From an optimization exercise on the open Yosys and OpenROAD flow, aimed at small area, a short achievable clock period and few clock cycles; shortcuts taken in it are not production practice.
Only simulation tests tie the RTL to the original design; equivalence was not proved.

[design/flow/flow/run.sh]
#!/bin/bash
set -euo pipefail
bash standard.sh 'BUFFER_PORTS_ARGS=-buffer_cell sky130_fd_sc_hd__buf_1' SETUP_SLACK_MARGIN=6 finish > standard.log 2>&1
[design/flow/standard.sh]
#!/bin/bash
# synth_recipe.tcl (not shown) runs the flow's synth.tcl, then flattens the netlist and writes it again
# the make line also repeats each setting of config.mk as NAME=value (left out here)
make -C /OpenROAD-flow-scripts/flow DESIGN_CONFIG=/design/flow/config.mk WORK_HOME=/design/flow/orfs CLKGATE_MAP_FILE= SYNTH_SCRIPT=/design/flow/synth_recipe.tcl "${@:-finish}"
[design/flow/config.mk]
export PLATFORM = sky130hd
export DESIGN_NAME = sonpe
export DESIGN_NICKNAME = sonpe
export VERILOG_FILES = /design/flow/design.v
export SDC_FILE = /design/flow/constraint.sdc
export NUM_CORES = 4
export LEC_CHECK = 0
export ABC_AREA = 1
export CAP_MARGIN = 20
export CORE_MARGIN = 2
export CORE_UTILIZATION = 40
export CTS_CLUSTER_DIAMETER = 80
export CTS_CLUSTER_SIZE = 24
export SETUP_SLACK_MARGIN = 5
export SLEW_MARGIN = 20
export SYNTH_HIERARCHICAL = 1
[design/flow/constraint.sdc]
create_clock -name core_clock -period 10.0 [get_ports {clk}]
set_input_delay 2.0000 -clock core_clock [delete_from_list [all_inputs] [get_ports {clk}]]
set_output_delay 2.0000 -clock core_clock [all_outputs]
set_load 0.01 [all_outputs]
[design/flow/design.v]
module sonpe_sha256 (
    input  wire         clk,
    input  wire         l63,       
    input  wire [31:0]  kn,        
    input  wire         sched,     
    input  wire [31:0]  wsrc,      
    output wire [31:0]  w0,        
    output wire [255:0] st         
);
    localparam [31:0] CA = 32'hfc08884d, CE = 32'h98c7e2a2, K0 = 32'h428a2f98;
    localparam [255:0] IV = {
        32'h6a09e667, 32'hbb67ae85, 32'h3c6ef372, 32'ha54ff53a,
        32'h510e527f, 32'h9b05688c, 32'h1f83d9ab, 32'h5be0cd19
    };
    reg  [31:0] a, b, c, d, e, f, g, h;
    reg  [31:0] hkw;
    reg         ld;        
    reg  [31:0] w [0:15];
    assign st = {a, b, c, d, e, f, g, h};
    assign w0 = w[14];
    wire [31:0] big_s0 = ({a[1:0], a[31:2]} ^ {a[12:0], a[31:13]} ^ {a[21:0], a[31:22]})
                         & {32{~ld}};
    wire [31:0] big_s1 = {e[5:0], e[31:6]} ^ {e[10:0], e[31:11]} ^ {e[24:0], e[31:25]};
    wire [31:0] ch     = (e & f) | (~e & g);
    wire [31:0] maj    = ((a & b) | (a & c) | (b & c)) & {32{~ld}};
    wire [31:0] dd     = ld ? (CE - CA) : d;
    function [63:0] csa;
        input [31:0] x, y, z;
        begin
            csa[31:0]  = x ^ y ^ z;
            csa[63:32] = {(x[30:0] & y[30:0]) | (x[30:0] & z[30:0]) |
                          (y[30:0] & z[30:0]), 1'b0};
        end
    endfunction
    wire [63:0] cs0    = csa(hkw, big_s1, ch);
    wire [63:0] cs1    = ld ? {32'd0, hkw} : cs0;
    wire [63:0] cs2    = csa(cs1[31:0], cs1[63:32], big_s0);
    wire [63:0] cs3    = csa(cs2[31:0], cs2[63:32], maj);
    wire [63:0] cs4    = csa(cs1[31:0], cs1[63:32], dd);
    wire [31:0] a_n, e_n;
    sonpe_add32 u_adda (.x(cs3[31:0]), .y(cs3[63:32]), .s(a_n));
    sonpe_add32 u_adde (.x(cs4[31:0]), .y(cs4[63:32]), .s(e_n));
    wire [31:0] sm_s0  = {w[1][6:0], w[1][31:7]} ^ {w[1][17:0], w[1][31:18]} ^ (w[1] >> 3);
    wire [31:0] sm_s1  = {w[14][16:0], w[14][31:17]} ^ {w[14][18:0], w[14][31:19]} ^ (w[14] >> 10);
    wire [63:0] ws1    = csa(w[9], w[0], sm_s0);
    wire [63:0] ws2    = csa(ws1[31:0], ws1[63:32], sm_s1);
    wire [31:0] w_next;
    sonpe_add32 u_addw (.x(ws2[31:0]), .y(ws2[63:32]), .s(w_next));
    wire [31:0] h_nx   = ld ? IV[63:32] : (l63 ? (CA - K0) : g);
    wire [63:0] hk     = csa(h_nx, kn, w[15]);
    wire [31:0] hkw_n;
    sonpe_add32 u_addh (.x(hk[31:0]), .y(hk[63:32]), .s(hkw_n));
    integer i;
    always @(posedge clk) begin
        for (i = 0; i < 15; i = i + 1)
            w[i] <= w[i+1];
        w[15] <= sched ? w_next : wsrc;
        hkw   <= hkw_n;
        ld <= l63;
        a <= a_n;
        e <= e_n;
        if (ld) begin
            b <= IV[255:224];   c <= IV[223:192];   d <= IV[191:160];
            f <= IV[127:96];    g <= IV[95:64];     h <= IV[63:32];
        end else begin
            h <= g;
            g <= f;
            f <= e;
            d <= c;
            c <= b;
            b <= a;
        end
    end
endmodule
module sonpe_add32 (
    input  wire [31:0] x,
    input  wire [31:0] y,
    output wire [31:0] s
);
    assign s = x + y;
endmodule
module sonpe (
    input  wire         clk,
    input  wire         rst,           
    input  wire         start,
    input  wire [255:0] seed,          
    input  wire [63:0]  index,
    input  wire [63:0]  list_size,
    output wire         ready,
    output reg          done,
    output reg  [1:0]   err,           
    output wire [63:0]  result
);
    localparam [1:0] S_IDLE = 2'd0, S_CHECK = 2'd1, S_CHECK2 = 2'd3, S_RUN = 2'd2;
    localparam [31:0] IV0 = 32'h6a09e667, IV1 = 32'hbb67ae85, IV2 = 32'h3c6ef372,
                      IV3 = 32'ha54ff53a, IV4 = 32'h510e527f, IV5 = 32'h9b05688c,
                      IV6 = 32'h1f83d9ab, IV7 = 32'h5be0cd19;
    reg  [1:0]   state;
    reg          rdy;
    reg  [5:0]   t;            
    reg  [6:0]   k;            
    reg  [31:0]  ring [0:7];   
    reg  [39:0]  widx;         
    reg  [40:0]  n;
    reg  [39:0]  f;            
    reg          bor;
    reg          gt;           
    reg  [2:0]   hgtb, heqb;   
    reg          lbig;         
    reg  [64:0]  dv;           
    reg  [39:0]  rem;          
    reg          sbit;         
    reg          ef_lo, ef_big;
    wire         hgt = hgtb[2] || (heqb[2] && (hgtb[1] || (heqb[1] && hgtb[0])));
    wire         heq = &heqb;
    wire         ef_idx = hgt || (heq && !ef_lo);
    reg          d0, d1, d2, d3, d4, d5, d6, d7, d13, d61, d62, d63, dseed, dsch;
    assign ready  = rdy;
    assign result = {24'd0, widx};
    wire [39:0]  pos = gt ? f : widx;
    wire [5:0]   tn = (state == S_CHECK) ? 6'd62 : t + 6'd1;
    reg  [5:0]  u;
    reg  [31:0] kn;
    wire [63:0] tdec = 64'd1 << u;
    localparam [63:0] KM0 = 64'h316c2dd4fd08a55f;
    localparam [63:0] KM1 = 64'h79f885345cdb360a;
    localparam [63:0] KM2 = 64'h23a6b06ad52f7a66;
    localparam [63:0] KM3 = 64'h9db30933037c128a;
    localparam [63:0] KM4 = 64'hea4cca1f28e05ad9;
    localparam [63:0] KM5 = 64'h79cc56b349187a34;
    localparam [63:0] KM6 = 64'h79f2430a7feedc5a;
    localparam [63:0] KM7 = 64'hf8cc24d28e77b6f7;
    localparam [63:0] KM8 = 64'ha942a62f7ea7df16;
    localparam [63:0] KM9 = 64'hadf21318af0121ee;
    localparam [63:0] KM10 = 64'h984f3146071b2e41;
    localparam [63:0] KM11 = 64'hda7d0af6cc6a8dc6;
    localparam [63:0] KM12 = 64'h4a06240814825d56;
    localparam [63:0] KM13 = 64'hfb5769cb662cd482;
    localparam [63:0] KM14 = 64'h5b638daa2581cd4f;
    localparam [63:0] KM15 = 64'h28b4caa0117652ae;
    localparam [63:0] KM16 = 64'h65811281d74ac3b5;
    localparam [63:0] KM17 = 64'h8cc16bf9b281d9a9;
    localparam [63:0] KM18 = 64'h0de9a48290953ced;
    localparam [63:0] KM19 = 64'haafa779f64cdfc60;
    localparam [63:0] KM20 = 64'h783d19c585f1fa7d;
    localparam [63:0] KM21 = 64'h6945c4d6d9f90a35;
    localparam [63:0] KM22 = 64'h761246702c5a301a;
    localparam [63:0] KM23 = 64'hafb498a0b86bf916;
    localparam [63:0] KM24 = 64'h002a8c2e940b645f;
    localparam [63:0] KM25 = 64'he03316d5ac532960;
    localparam [63:0] KM26 = 64'h7697341bfc6f8602;
    localparam [63:0] KM27 = 64'h2579810305bb20dc;
    localparam [63:0] KM28 = 64'h29adf85456e02dbb;
    localparam [63:0] KM29 = 64'h31ce2199874d8a4f;
    localparam [63:0] KM30 = 64'hc1f03e1e1871cc95;
    localparam [63:0] KM31 = 64'h7e003fe01f81f0e6;
    wire [31:0] kt = {|(tdec & KM31), |(tdec & KM30), |(tdec & KM29), |(tdec & KM28), |(tdec & KM27), |(tdec & KM26), |(tdec & KM25), |(tdec & KM24), |(tdec & KM23), |(tdec & KM22), |(tdec & KM21), |(tdec & KM20), |(tdec & KM19), |(tdec & KM18), |(tdec & KM17), |(tdec & KM16), |(tdec & KM15), |(tdec & KM14), |(tdec & KM13), |(tdec & KM12), |(tdec & KM11), |(tdec & KM10), |(tdec & KM9), |(tdec & KM8), |(tdec & KM7), |(tdec & KM6), |(tdec & KM5), |(tdec & KM4), |(tdec & KM3), |(tdec & KM2), |(tdec & KM1), |(tdec & KM0)};
    wire [6:0]  rs = k - 7'd2;
    reg  [31:0] msg_p, msg_s;
    always @(*) begin
        msg_p = 32'd0;
        msg_s = 32'd0;
        if (dseed) begin
            msg_p = ring[0];
            msg_s = ring[0];
        end else if (d6) begin
            msg_p = {1'b0, k, 8'h80, 16'h0000};
            msg_s = {1'b0, rs, pos[15:8], pos[23:16], pos[31:24]};
        end else if (d7) begin
            msg_s = {pos[39:32], 8'h80, 16'h0000};
        end else if (d13) begin
            msg_p = 32'h00000108;
            msg_s = 32'h00000128;
        end
    end
    wire [31:0]  w0_p, w0_s;
    wire [255:0] st_p, st_s;
    sonpe_sha256 u_piv (
        .clk(clk), .l63(d63), .kn(kn), .sched(dsch), .wsrc(msg_p),
        .w0(w0_p), .st(st_p)
    );
    sonpe_sha256 u_src (
        .clk(clk), .l63(d63), .kn(kn), .sched(dsch), .wsrc(msg_s),
        .w0(w0_s), .st(st_s)
    );
    wire [31:0] h0 = st_p[255:224] + IV0;
    wire [31:0] h1 = st_p[223:192] + IV1;
    wire [63:0] dig_le = {h1[7:0], h1[15:8], h1[23:16], h1[31:24],
                          h0[7:0], h0[15:8], h0[23:16], h0[31:24]};
    wire [39:0] rin   = d2 ? 40'd0 : rem;
    wire [40:0] rsh   = {rin, dv[64]};
    wire [41:0] rdif;
    sonpe_addc #(.W(42)) u_rsub (.x({1'b0, rsh}), .y(~{1'b0, n}), .ci(1'b1), .s(rdif));
    wire [7:0]  psel = pos[7:0];
    reg  [31:0] siv;
    always @(*) begin
        case (psel[7:5])
            3'd0: siv = IV0;
            3'd1: siv = IV1;
            3'd2: siv = IV2;
            3'd3: siv = IV3;
            3'd4: siv = IV4;
            3'd5: siv = IV5;
            3'd6: siv = IV6;
            default: siv = IV7;
        endcase
    end
    wire        sw_en = (psel[6:5] == 2'd0) ? d0 :
                        (psel[6:5] == 2'd1) ? d63 :
                        (psel[6:5] == 2'd2) ? d62 : d61;
    wire [31:0] sw    = psel[7] ? st_s[127:96] : st_s[255:224];
    wire [31:0] ssum    = sw + siv;
    wire        src_bit = ssum[{~psel[4:3], psel[2:0]}];
    wire        chk   = (state == S_CHECK);
    wire [39:0] wsel  = sbit ? f : widx;
    wire [39:0] alu_a = chk ? n[39:0] : (d2 ? rem : f);
    wire [39:0] alu_b = (d3 && !chk) ? (n[39:0] & {40{bor}})
                                     : ~((d2 && sbit && !chk) ? f : widx);
    wire [40:0] alu_s;
    sonpe_addc #(.W(41)) u_alu (.x({1'b0, alu_a}), .y({1'b0, alu_b}), .ci(d2 && !chk),
                                .s(alu_s));
    wire        e_big = lbig || (n[40] && (|n[39:0]));
    integer j;
    always @(posedge clk) begin
        t     <= tn;
        d0    <= (tn == 6'd0);
        d1    <= (tn == 6'd1);
        d2    <= (tn == 6'd2);
        d3    <= (tn == 6'd3);
        d4    <= (tn == 6'd4);
        d5    <= (tn == 6'd5);
        d6    <= (tn == 6'd6);
        d7    <= (tn == 6'd7);
        d13   <= (tn == 6'd13);
        d61   <= (tn == 6'd61);
        d62   <= (tn == 6'd62);
        d63   <= (tn == 6'd63);
        dseed <= (tn >= 6'd62) || (tn <= 6'd5);
        u     <= (state == S_CHECK) ? 6'd63 : u + 6'd1;
        kn    <= kt;
        dsch  <= (tn >= 6'd14) && (tn <= 6'd61);
        if (state == S_CHECK)
            k <= 7'h7f;
        else if (d63)
            k <= k + 7'd1;
        for (j = 0; j < 8; j = j + 1)
            ring[j] <= ring[(j + 1) % 8];
        dv  <= d0 ? {dv[63], dig_le} : {dv[63:0], 1'b0};
        rem <= rdif[41] ? rsh[39:0] : rdif[39:0];
        if (d2)
            {bor, f} <= {~alu_s[40], alu_s[39:0]};
        if (d3)
            f <= alu_s[39:0];
        if (d4)
            gt <= alu_s[40];
        if (state != S_RUN || d2)
            sbit <= 1'b0;
        else if (sw_en)
            sbit <= src_bit && (d0 ? (k >= 7'd3) : (k >= 7'd2 && k != 7'h7f));
        ef_lo  <= alu_s[40];
        ef_big <= e_big;
        if (state == S_IDLE) begin
            for (j = 0; j < 8; j = j + 1)
                ring[(j + 1) % 8] <= {seed[32*j +: 8], seed[32*j+8 +: 8],
                                      seed[32*j+16 +: 8], seed[32*j+24 +: 8]};
            widx <= index[39:0];
            n    <= list_size[40:0];
            for (j = 0; j < 3; j = j + 1) begin
                hgtb[j] <= index[40+8*j +: 8] > list_size[40+8*j +: 8];
                heqb[j] <= index[40+8*j +: 8] == list_size[40+8*j +: 8];
            end
            lbig <= |list_size[63:41];
        end
        if (rst) begin
            state <= S_IDLE;
            rdy   <= 1'b1;
            done  <= 1'b0;
        end else begin
            done <= 1'b0;
            case (state)
                S_IDLE: if (start) begin
                    rdy   <= 1'b0;
                    state <= S_CHECK;
                end
                S_CHECK: state <= S_CHECK2;
                S_CHECK2: begin
                    if (ef_idx || ef_big) begin
                        err   <= ef_idx ? 2'd1 : 2'd2;
                        widx  <= 40'd0;
                        done  <= 1'b1;
                        rdy   <= 1'b1;
                        state <= S_IDLE;
                    end else begin
                        state <= S_RUN;
                    end
                end
                S_RUN: if (d2) begin
                    widx <= wsel;
                    if (k == 7'd92) begin
                        err   <= 2'd0;
                        done  <= 1'b1;
                        rdy   <= 1'b1;
                        state <= S_IDLE;
                    end
                end
                default: state <= S_IDLE;
            endcase
        end
    end
endmodule
module sonpe_addc #(
    parameter W = 41
) (
    input  wire [W-1:0] x,
    input  wire [W-1:0] y,
    input  wire         ci,
    output wire [W-1:0] s
);
    assign s = x + y + {{(W-1){1'b0}}, ci};
endmodule
==> impl_metrics.yaml, run 1 <==
cts:
  clock_latency_ps: 880
  postCtsHoldBufs: 0
  htree_levels: 4
  cts_inserted_buffers: 150
  cts_sinks: 2101
  ctsLongestPathBuffers: 4
  cts.clk_slew.worst_paths_ps: 80
  cts_tree: "done"
  root_buffer: "clkbuf_16"
global_routing:
  grt_pass1_wl_um: 572900
  grt_max_degree: 89
  first_global_vias: 85320
  grt-ovfl-total: 0
  antenna_found_initial: 52
  track_usage: 0.2851
sta:
  fin_tns_setup_ps: 0
  setup_violations: 0
  slew-limit-headroom: 0.1597
  slew_viol_final: 0
  finClkSkew_ps: 74.52
  finalHoldViolations: 0
  worst_pin_slew_ps: 1247
  period_needed_ps: 3954
  period_share: 0.3954
  max_freq_ghz: 0.2529
  rsz0062_at_grt: "true"
floorplan:
  die_area_um2: 274400
  top_level_ports: 455
  dieHeight_um: 523.9
  start_util: 0.4028
  die_x_um: 523.9
  rows: 190
  design.core.area_um2: 268400
layout:
  final_nets: 15860
  synthToLayoutAreaGrowth_pct: 12.65
  fillers: 27210
  fin_util: 0.4537
  drive_above_1_share: 0.08909
setup_path:
  start_kind: "register"
  crit_fanout: 7
  crit_required_ps: 10710
  cp-end-kind: "register"
  path_cells: "xnor2_4, xor2_2, fa_1, o21ai_2, fa_2, fa_2, fa_2, buf_4, nand2_1, nand3_2, nand2_2, nand2_4, buf_4, xor2_1"
  crit_top_cell: "fa_2"
  critPathMaxStageDelay_ps: 530
  crit_slowest_cell: "fa_2"
  path_class: "register to register"
  cp_data_arrival_time_ps: 4660
routing:
  firstDrtPassIters: 9
  remaining_drc_errors: 0
  totalWireLength_um: 401600
  first_iter_violations: 8713
  wl_per_cell_um: 21.95
  vias: 90390
  ant_nets: 0
  vias_per_cell: 4.941
place:
  dp_hpwl_um: 327500
  io_buffers: 430
  gp_congestion: 1.035
hold_path:
  hold_class: "register to register"
run_status:
  outcome: "complete, no violations"
synth:
  syn_avg_cell_area_um2: 7.617
  synth_cells: 14190
  synth_warnings: 10
  synthesis.area_um2: 108100
run:
  cap_violations: 0
through the flow:
stage | instances | hold WS (ps) | setup slack (ps) | area [um^2]
after detailed placement | 17930 | 312.1 | 4765 | 113300
after global routing | 18280 | 299.4 | 5901 | 121700
final | 18290 | 287.9 | 6046 | 121800
after global placement | 17930 | 309.6 | 4742 | 113300
after CTS | 18190 | 281.5 | 5981 | 119300
after floorplan | 14230 | 309.6 | 6222 | 108200
cells in the final DEF (no fill, tap or decap), types with 140 or more instances in the layout:
cell	instances
o21ai_0	389
nand3_1	423
fa_1	432
inv_1	2594
xor2_1	349
a21oi_1	397
buf_4	140
xnor2_1	253
buf_1	430
nand2_1	3999
dfxtp_1	1895
nand2_2	170
ha_1	351
clkbuf_16	155
nor2_1	1113
cell type report:
class | count | area, um^2 | area share
Clock buffer | 161 | 3879 | 0.03185
Antenna cell | 26 | 65.06 | 0.0005343
Sequential cell | 2101 | 43630 | 0.3583
Clock inverter | 72 | 974.7 | 0.008004
Timing Repair Buffer | 601 | 3188 | 0.02618
Multi-Input combinational cell | 9144 | 55640 | 0.4569
Inverter | 2636 | 9958 | 0.08178
Tap cell | 3552 | 4444 | 0.03650
layer usage:
layer,up-vias,GRT usage,wire length [um]
met4,18,0.1098,18180
met2,3444,0.4459,175300
met1,42360,0.3917,177800
li1,43880,-,-
met5,-,0,158
met3,684,0.04893,30110
worst max-delay path, delay by kind of cell (launching register included):
kind            cells  cell delay (ps)
flops               1              420
compound gates      1              240
fa+ha+maj           4             2010
simple gates        4              350
xor+xnor            3              490
buf+inv             2              300
registers in the layout, indices dropped and copies added (netlist names), 40 cells and up:
register and cells:
u_piv.w 512, ring 256, u_src.w 512, widx 40, rem 40, dv 65, f 40, n 41
worst paths after layout:
path	from	end	slack [ps]	depth (start not counted)
worst max register to register	u_src.e[12]	u_src.a[14]	6050	14
worst min register to register	u_src.w[4][18]	u_src.w[3][18]	290	0
worst max-delay path	u_src.e[12]	u_src.a[14]	6050	14
worst min-delay path	u_src.w[4][18]	u_src.w[3][18]	290	0
repair_timing:
| item | 4_1_cts | 5_1_grt |
|---|---|---|
| gates resized for setup | 289 | 412 |
| setup endpoints to repair | 184 | 67 |
| buffers inserted | 31 | 72 |
| pin swaps | 10 | 82 |
| cloned | 1 | 5 |
Testbench counts, summed over its fixed seeds: cycles 141,484.
==> run 2: changes to the inputs <==
--- a/design/flow/config.mk
+++ b/design/flow/config.mk
@@ -8,9 +8,10 @@
 export ABC_AREA = 1
 export CAP_MARGIN = 20
 export CORE_MARGIN = 2
-export CORE_UTILIZATION = 40
+export CORE_UTILIZATION = 50
 export CTS_CLUSTER_DIAMETER = 80
 export CTS_CLUSTER_SIZE = 24
+export PLACE_DENSITY = 0.62
 export SETUP_SLACK_MARGIN = 5
 export SLEW_MARGIN = 20
 export SYNTH_HIERARCHICAL = 1
==> run 2 against run 1 <==
Effect of this change:
- still clean on timing, DRC and antenna
- utilization increased by 11 points
- maximum frequency grew 1.4%
- clock skew fell by 8.1 ps
- clock-buffer cell count fell by 22
- non-clock buffer count shrank 51
- area after synthesis stayed put
- cell count fell by 4.3%
- first-iteration DRC count increased by 5.3%
- critical endpoint unchanged
- largest cell class unchanged
- highest routed layer unchanged
==> impl_metrics.yaml, run 2 <==
layout:
  layout_common_cells: "nand2_1, inv_1, dfxtp_1"
  drive_above_1_share: 0.08344
  reg.largest.list: "u_piv.w (512), u_src.w (512), ring (256)"
  synthToLayoutAreaGrowth_pct: 11.08
  final_common_cell: "nand2_1"
  fillers: 20850
  final_nets: 15800
  fin_util: 0.5590
sta:
  slew_viol_final: 0
  period_share: 0.3900
  rsz0062_at_grt: "true"
  max_freq_ghz: 0.2564
  finClkSkew_ps: 66.40
  setup_violations: 0
  worst_pin_slew_ps: 1272
  finalHoldViolations: 0
  fin_tns_setup_ps: 0
  period_needed_ps: 3900
  slew-limit-headroom: 0.1430
  fin_ws_ps: 6100
place:
  gp_congestion: 1.018
  dp_hpwl_um: 323400
  io_buffers: 430
  pre_cts_slack_ps: 5111
setup_path:
  worstReg2RegStart: "u_src.e[11]"
  cp-end-kind: "register"
  rrSetupSlack_ps: 6100
  crit_family: "adder cells"
  r2r_end: "u_src.a[14]"
  crit_start: "u_src.e[11]"
  critPathMaxStageDelay_ps: 550
  path_buf_inv: 6
  start_kind: "register"
  cp_data_arrival_time_ps: 4620
  crit_slowest_cell: "fa_1"
  crit_fanout: 7
  reg2reg_depth: 18
  crit_top_cell: "inv_1"
  path_cells: "o21ai_1, fa_1, nand2_1, o21ai_2, inv_1, fa_1, inv_1, fa_1, inv_1, ha_4, nand2_1, inv_1, nand2_1, inv_2, a21oi_4, nand2_4, buf_4, xor2_1"
  crit_required_ps: 10720
  path_class: "register to register"
global_routing:
  grt_pass1_wl_um: 561300
  antenna_found_initial: 27
  track_usage: 0.3509
  grt-ovfl-total: 0
  grt_max_degree: 95
  first_global_vias: 84370
hold_path:
  min_from: "u_src.w[11][19]"
  whs_path_depth: 0
  hold_class: "register to register"
  hold_path_end: "u_src.w[10][19]"
routing:
  firstDrtPassIters: 7
  totalWireLength_um: 395200
  vias_per_cell: 5.139
  remaining_drc_errors: 0
  wl_per_cell_um: 22.58
  vias: 89950
  ant_nets: 0
  first_iter_violations: 9178
floorplan:
  design.core.area_um2: 214800
  dieHeight_um: 469.0
  start_util: 0.5032
  rows: 170
  die_x_um: 469.0
  die_area_um2: 219900
  top_level_ports: 455
cts:
  cts_inserted_buffers: 134
  cts_tree: "done"
  htree_levels: 4
  cts_sinks: 2101
  cts.clk_slew.worst_paths_ps: 90
  root_buffer: "clkbuf_16"
  ctsLongestPathBuffers: 3
  clock_latency_ps: 890
run_status:
  outcome: "complete, no violations"
run:
  cap_violations: 0
synth:
  synthesis.area_um2: 108100
  synth_warnings: 10
  syn_avg_cell_area_um2: 7.617
  synth_cells: 14190
run 2: area by class of cell:
class / count / area, um^2 / area share
Tap cell: 2838 / 3551 / 0.02957
Antenna cell: 19 / 47.55 / 0.0003959
Inverter: 2636 / 9965 / 0.08298
Timing Repair Buffer: 550 / 2849 / 0.02373
Clock buffer: 139 / 3392 / 0.02825
Multi-Input combinational cell: 9144 / 55470 / 0.4619
Sequential cell: 2101 / 43650 / 0.3635
Timing Repair inverter: 1 / 8.758 / 0.00007294
Clock inverter: 74 / 1157 / 0.009638
run 2: repair_timing:
item | 4_1_cts | 5_1_grt
hold buffers | 0 | 0
gates resized for setup | 244 | 412
pin swaps | 6 | 63
endpoints found under the setup margin | 185 | 97
cloned | 2 | 7
setup buffers | 17 | 45
run 2: worst reg2reg max path, delay by kind of cell, from the launching register on:
family,cells,cell delay (ps)
xor gates and xnor gates,1,130
DFF,1,470
adders and majority gates,4,1780
buffers and inverters,6,510
and+or+nand+nor,4,410
AOI/OAI and AO/OA,3,480
run 2: worst max path at each step:
| stage | end | cells past startpoint | slack [ps] |
|---|---|---|---|
| CTS | sbit | 26 | 6000 |
| global route | u_piv.a[29] | 20 | 5930 |
| global placement | u_piv.a[25] | 16 | 5180 |
| floorplan | u_src.a[28] | 18 | 6220 |
| finish | u_src.a[14] | 18 | 6100 |
| detailed placement | u_src.a[21] | 19 | 5110 |
run 2: layer usage:
metal	routed length, um	vias to the layer above	global-route usage
li1	-	43760	-
met1	167800	41740	0.4766
met2	168900	3702	0.5332
met3	34130	728	0.06117
met4	24270	20	0.1858
met5	136	-	0
run 2: stage by stage:
step	hold WS (ps)	cells	instance area [um^2]
floorplan	309.6	14230	108200
global placement	309.5	17200	112300
detailed placement	312.1	17200	112300
CTS	287.3	17430	117800
global route	309.2	17490	120000
finish	292.6	17500	120100

re-timing with driven ports:
In the flow no input, the clock included, has a driving cell. The finished layouts below were timed again as built, in two steps.
Step 1 (the two cells are an assumption about what drives the block):
set clk [get_ports {clk}]
set_driving_cell -lib_cell sky130_fd_sc_hd__clkbuf_16 $clk
set_driving_cell -lib_cell sky130_fd_sc_hd__buf_2 [delete_from_list [all_inputs] $clk]
Step 2 moves the port delays by t, midway between the first and last clock arrival at a register: inputs arrive t later, outputs are due t later. That takes back most of the time a late clock gives input paths.
Slacks: no drivers / after step 1 / after step 2; pairs: no drivers / after step 1.
run	t, ns	slack for setup (ns)	worst slew at a driven data input, ns
run 1	0.936	6.046 / 6.046 / 5.747	0.17
run 2	0.939	6.100 / 6.085 / 5.688	0.22
After both steps every run listed still meets setup and hold. The setup slack of run 2, which loses most, moves by -0.015 ns with the drivers and by -0.412 ns with both steps.
